This is an optimization exercise on Yosys and OpenROAD, whose aim is small area, a short achievable clock period and few clock cycles, not a production implementation. In this exercise RTL edits were held to simulation tests only and were not proved equivalent to the original.

## flow/design.v (module list and top-level ports; edited modules follow where they fit)
// module nfb_blit: 3772 lines
module nfb_blit (
    input  wire        clk,
    input  wire        rst,           
    input  wire        start,         
    input  wire [15:0] start_len,     
    input  wire [1:0]  start_phase,   
    input  wire [3:0]  p_hue,         
    input  wire [9:0]  p_sat,         
    input  wire [9:0]  p_con,         
    input  wire [7:0]  p_bri,         
    input  wire [8:0]  p_sharp,       
    input  wire [8:0]  p_bleed,       
    input  wire        in_valid,
    input  wire [15:0] in_pix,
    output wire        in_ready,
    output reg         out_valid,
    output reg  [15:0] out_pix,
    output reg         done,
    output reg  [1:0]  phase_out,
    output reg         busy
);
  // ...
==> flow/flow/run.sh <==
#!/bin/bash
# The standard layout (the standard.sh, unchanged synthesis and steps),
# with ORFS's timing repair aiming for a setup slack of SETUP_SLACK_MARGIN ns
# at the design's clock period, i.e. for a shorter achieved period. The
# clock period and constraints are the design's. make's output goes to
# flow_make.log; each ORFS step writes its own log under orfs/logs/.
set -euo pipefail
cd "$(dirname "$0")/.."
bash standard.sh SETUP_SLACK_MARGIN=18 finish > flow_make.log 2>&1
==> flow/standard.sh <==
#!/bin/bash
# synth_recipe.tcl (not shown) runs the flow's synth.tcl, then flattens the netlist and writes it again
# the make line also repeats each setting of config.mk as NAME=value (left out here)
make -C /OpenROAD-flow-scripts/flow DESIGN_CONFIG=/design/flow/config.mk WORK_HOME=/design/flow/orfs CLKGATE_MAP_FILE= SYNTH_SCRIPT=/design/flow/synth_recipe.tcl "${@:-finish}"
==> flow/config.mk <==
export PLATFORM = sky130hd
export DESIGN_NAME = nfb_blit
export DESIGN_NICKNAME = nfb_blit
export VERILOG_FILES = /design/flow/design.v
export SDC_FILE = /design/flow/constraint.sdc
export NUM_CORES = 4
export LEC_CHECK = 0
export CAP_MARGIN = 20
export CORE_MARGIN = 2
export CORE_UTILIZATION = 40
export SLEW_MARGIN = 20
==> flow/constraint.sdc <==
create_clock -name core_clock -period 24.0 [get_ports {clk}]
set_input_delay 4.8000 -clock core_clock [delete_from_list [all_inputs] [get_ports {clk}]]
set_output_delay 4.8000 -clock core_clock [all_outputs]
set_load 0.01 [all_outputs]
==> impl_results.md, run 1 <==
- Status: timing/DRC/antenna clean
- Final Wtd Congestion: just over 0.9
- Synth Area in XOR/XNOR: 11.0%
- Die X: 483 µm
- CTS tree: built
- Area Overhead vs Synth: 8.57%
- Slew Viols, Final: 0
- DP Worst Slack: roughly 17 ns
- Syn nets: approximately 11000
- HP Start: s1y0[4]$_DFF_P_
- First-pass GRT wire length: roughly 370000 µm
- Number of well taps: 3009
- Vias in the first global route: approximately 66000
- Top post-synthesis cells by area: fa_1, edfxtp_1, ha_1
- Antenna diodes: 1
- Met1 Usage GRT: a little over a quarter
- Clk cell area share: under 10%
- Critical Path Start Type: register
- Cell variety after synth: between 90 and 100
- Post-synthesis average cell area: ~10 µm²
- Hpwl dp: about 180000 µm
- Setup violators final: 0
- Core outline area: roughly 230000 µm²
- Met2 Track Usage GR: between 30% and 40%
- I/O pin total: 110
- DRT Pass-1 Iters: 6
- Drt drc: 0
- Final worst slack: 17.92 ns
- Total grt overflow: 0
- Wire per inst: ~19 µm
- Final ANT Viol Nets: 0
- Minimum clock period: ~6 ns
- Largest family of logic cells by synthesized area: adder cells
- Worst Max-Slew Pin Slew: between 1 and 1.5 ns
- Flops & latches, synth: between 700 and 800
- Post-synth top flop: edfxtp_1
- TNS Setup: 0 ns
- Setup crit end: phase_out[0]
- Met3 usage: between 2 and 2.5%
- Hold Crit Endpoint: s1y0b[4]$_DFF_P_
- Synthesized area: 91800 µm²
Testbench counts, summed over its fixed seeds: cycles 18,888.
==> inputs of run 2 (changes only) <==
==> flow/run.sh (new file) <==
#!/bin/bash
# synth_recipe.tcl (not shown) runs the flow's synth.tcl, then flattens the netlist and writes it again
# the make line also repeats each setting of config.mk as NAME=value (left out here)
make -C /OpenROAD-flow-scripts/flow DESIGN_CONFIG=/design/flow/config.mk WORK_HOME=/design/flow/orfs CLKGATE_MAP_FILE= SYNTH_SCRIPT=/design/flow/synth_recipe.tcl finish
removed: flow/flow/run.sh
removed: flow/standard.sh
==> run 2 against run 1 <==
Net effect: first-iteration DRC count down 7.8%; critical path type unchanged; utilization down 0.29 points; clock-buffer cell count up 16; largest cell class unchanged; clock skew down 0.0045 ns; still clean; final cell count down 0.55%; cell area down 0.67%; critical path depth unchanged; routed wire length down 1.1%; sequential cell count unchanged.
==> impl_results.md, run 2 <==
- Die height: 483 µm (unchanged)
- Worst Max-Slew Pin Slew: 1.09 ns (was 1.22 ns)
- Slew Viols, Final: 0 (unchanged)
- CP Class: reg2out (unchanged)
- # Max-Cap Violations: 0 (unchanged)
- Req. time, crit path: 19.20 ns (about the same)
- Hold buffer count at CTS: 0 (unchanged)
- Largest net degree at the start of global routing: 78 (unchanged)
- Num CTS Buffers: 96 (unchanged)
- Critical Path AT: 1.72 ns (was 1.28 ns)
- Most frequent cells in the layout: inv_1, fa_1, xnor2_1, ha_1, a22oi_1 (unchanged)
- Initial antenna violation count: 9 (was 7)
- Clock sink total: 782 (unchanged)
- Minimum clock period: 6.52 ns (was 6.08 ns)
- Cell Rows: 175 (unchanged)
- CTS Root Cell: clkbuf_16 (unchanged)
- Drt drc: 0 (unchanged)
- CP max stage cell: clkdlybuf4s50_1 (was edfxtp_1)
- Setup bufs post-CTS: 0 (was 19)
- Fraction of layout cells with a size suffix above 1: 3.27% (was 4.85%)
- Post-synth top flop: edfxtp_1 (unchanged)
- Hold crit path type: reg2reg (unchanged)
- Cell variety after synth: 96 (unchanged)
- Largest regs: s3cya x29, s3cyb x29 (unchanged)
- Post-synthesis average cell area: 10.1 µm² (unchanged)
- Fmax: 153 MHz (was 165 MHz)
- Status: timing/DRC/antenna clean (unchanged)
- Setup violators final: 0 (unchanged)
- Critical Path Start Type: register (unchanged)
- Filler cell count: 21749 (was 21685)
- Synthesized area: 91800 µm² (unchanged)
- Die X: 483 µm (unchanged)
- Vias: 61975 (was 62626)
- Final cycle utilization of the critical path: 27.2% (was 25.3%)
- Area Overhead vs Synth: 7.84% (was 8.57%)
- CP peak stage delay: 0.57 ns (was 0.37 ns)
- EDFF count, synth: 406 (unchanged)
- CP Capture Type: output pin (unchanged)
- R2R setup slack: 17.51 ns (was 18.19 ns)
- Met2 Track Usage GR: 34.1% (was 34.3%)
- Buffers on Ports: 109 (unchanged)
- Cell total after placement: 11892 (was 11890)
- Top-area cell type share of the netlist area: 28.6% (unchanged)
- I/O pin total: 110 (unchanged)
- CTS tree: built (unchanged)
- Worst-path clk slew: 0.06 ns (was 0.07 ns)
- DRT Pass-1 Iters: 6 (unchanged)
- CP top delay family: buffers and inverters (was flip-flops)
- Top post-synthesis cells by area: fa_1, edfxtp_1, ha_1 (unchanged)
- Via density: 5.13 (was 5.16)
- Most frequent cell after synthesis: inv_1 (unchanged)
- FFs w/ async S/R, synth: 0% (unchanged)
- GRT Resource Usage Total: 20.0% (was 20.2%)
- Cell Count, Final, Fillers Out: 12077 (was 12144)
- Die area: 233000 µm² (unchanged)
- Core outline area: 228000 µm² (unchanged)
- Hpwl dp: 186000 µm (was 185000 µm)
- Crit-path max FO: 3 (was 1)
- Wire per inst: 19.3 µm (was 19.5 µm)
- RSZ-0062 raised after global routing: no (was yes)
- Final Wtd Congestion: 0.898 (was 0.915)
- Total grt overflow: 0 (unchanged)
- Clock latency (worst-skew pair): 0.76 ns (about the same)
- Global route hottest layer: met2 (unchanged)
- Total wire length: 234000 µm (was 236000 µm)
- Initial DRC Count: 4051 (was 4392)
- Post-Syn Instances: 9130 (unchanged)
- Seq/Total Area, Yosys: 21.5% (unchanged)
- Met1 Usage GRT: 27.0% (was 26.9%)
- Top cells by count, synth: inv_1, fa_1, xnor2_1, ha_1, a22oi_1 (unchanged)
- Slew headroom: 27.0% (was 18.1%)
- Syn nets: 11368 (unchanged)
- Worst Path Buf+Inv: 1 (unchanged)
- Most common cell after layout, fill and taps aside: inv_1 (unchanged)
- Vias in the first global route: 65649 (was 66109)
- Final ANT Viol Nets: 0 (unchanged)
- H-tree depth: 3 (unchanged)
- Ys Warns: 1 (unchanged)
- TNS Setup: 0 ns (unchanged)
- Post-cts resize count: 0 (was 134)
- Clock buffer depth: 3 (unchanged)
- Synth area leader: fa_1 (unchanged)
- Flops & latches, synth: 782 (unchanged)
- Nets@finish: 11219 (was 11290)
- Crit path cell chain: clkdlybuf4s50_1 (was buf_2)
- Max Clock Skew: 0.0523 ns (was 0.0569 ns)
- Starting Density: 40.3% (unchanged)
- Final hold vios: 0 (unchanged)
- Met3 usage: 2.28% (was 2.49%)
- First-pass GRT wire length: 372000 µm (was 374000 µm)
[run 2: cell count changes in the layout (fill, tap and decap cells not counted), sizes merged]
cell	previous run	this run
clkbuf	123	134
clkinv	42	30
diode	1	3
bufinv	6	3
clkinvlp	7	3
clkdlybuf4s50	87	109
buf	155	67
inv	1985	1990
[run 2: worst paths after layout]
check             cells after the start                 to               from
hold / removal                        0  s1y0b[12]$_DFF_P_   s1y0[12]$_DFF_P_
setup / recovery                      1               busy  busy$_SDFFE_PP0P_
hold reg to reg                       0  s1y0b[12]$_DFF_P_   s1y0[12]$_DFF_P_
setup reg to reg                     20    s1x[24]$_DFF_P_     hc_n$_DFFE_PN_
[run 2: cell families (layout without fill, tap and decap cells)]
| kind of cell | after synthesis | in the layout | synth area share [%] |
|---|---|---|---|
| buffers and inverters | 2401 | 2336 | 9.85 |
| adders and majority gates | 2150 | 2150 | 40.0 |
| AOI/OAI and AO/OA | 1454 | 1454 | 11.0 |
| and+or+nand+nor | 1151 | 1151 | 6.17 |
| xor gates and xnor gates | 1149 | 1149 | 11.0 |
| DFF | 782 | 782 | 21.5 |
| muxes | 43 | 43 | 0.481 |
| other | 0 | 3 | 0 |
[run 2: layer usage]
metal  vias up  wire length, µm
met2      1448           113000
met3       245            10700
li1      28972                -
met4         0             5720
met5         -                0
met1     31310           104000
[run 2: final cells by class]
class / count / area, µm² / share of cell area (%)
Tap cell: 3009 / 3760 / 3.80
Clock buffer: 134 / 2880 / 2.91
Sequential cell: 782 / 19700 / 19.9
Multi-Input combinational cell: 5947 / 63100 / 63.7
Inverter: 1978 / 7430 / 7.50
Timing Repair Buffer: 176 / 1590 / 1.61
Clock inverter: 48 / 543 / 0.548
Antenna cell: 3 / 7.51 / 0.00758
[run 2: per-stage QoR]
step           utilization [%]  setup WS [ns]  hold slack, ns  cell area [µm²]
2_1_floorplan                -          17.81           0.310            91800
3_3_place_gp              42.0          17.41           0.312            95600
3_5_place_dp              42.0          17.36           0.312            95600
4_1_cts                   43.5          17.42           0.326            99000
5_1_grt                   43.5          17.06           0.328            99000
6_report                  43.5          17.48           0.325            99000

[static timing again, ports no longer ideal]
No port has a modelled driver above. Below, the same layouts with a new extraction and two added sets of constraints.
Step 1 (the two cells are an assumption about what drives the block):
set clk [get_ports {clk}]
set_driving_cell -lib_cell sky130_fd_sc_hd__clkbuf_16 $clk
set_driving_cell -lib_cell sky130_fd_sc_hd__buf_2 [delete_from_list [all_inputs] $clk]
Step 2 also shifts input and output timing later by t, the mid clock arrival at the registers, as if the neighbouring blocks saw the same clock.
a / b / c = ideal / step 1 / step 2; a / b = the first two.
run | t, ns | setup WS [ns] | worst register clock-pin slew, ns
run 1 | 0.820 | 17.921 / 17.831 / 17.484 | 0.07 / 0.07
run 2 | 0.827 | 17.481 / 17.393 / 17.410 | 0.07 / 0.07
After both steps setup and hold are still met in every run listed. For run 1, which loses most, drivers alone change the setup slack by -0.090 ns; drivers and shift together by -0.437 ns.
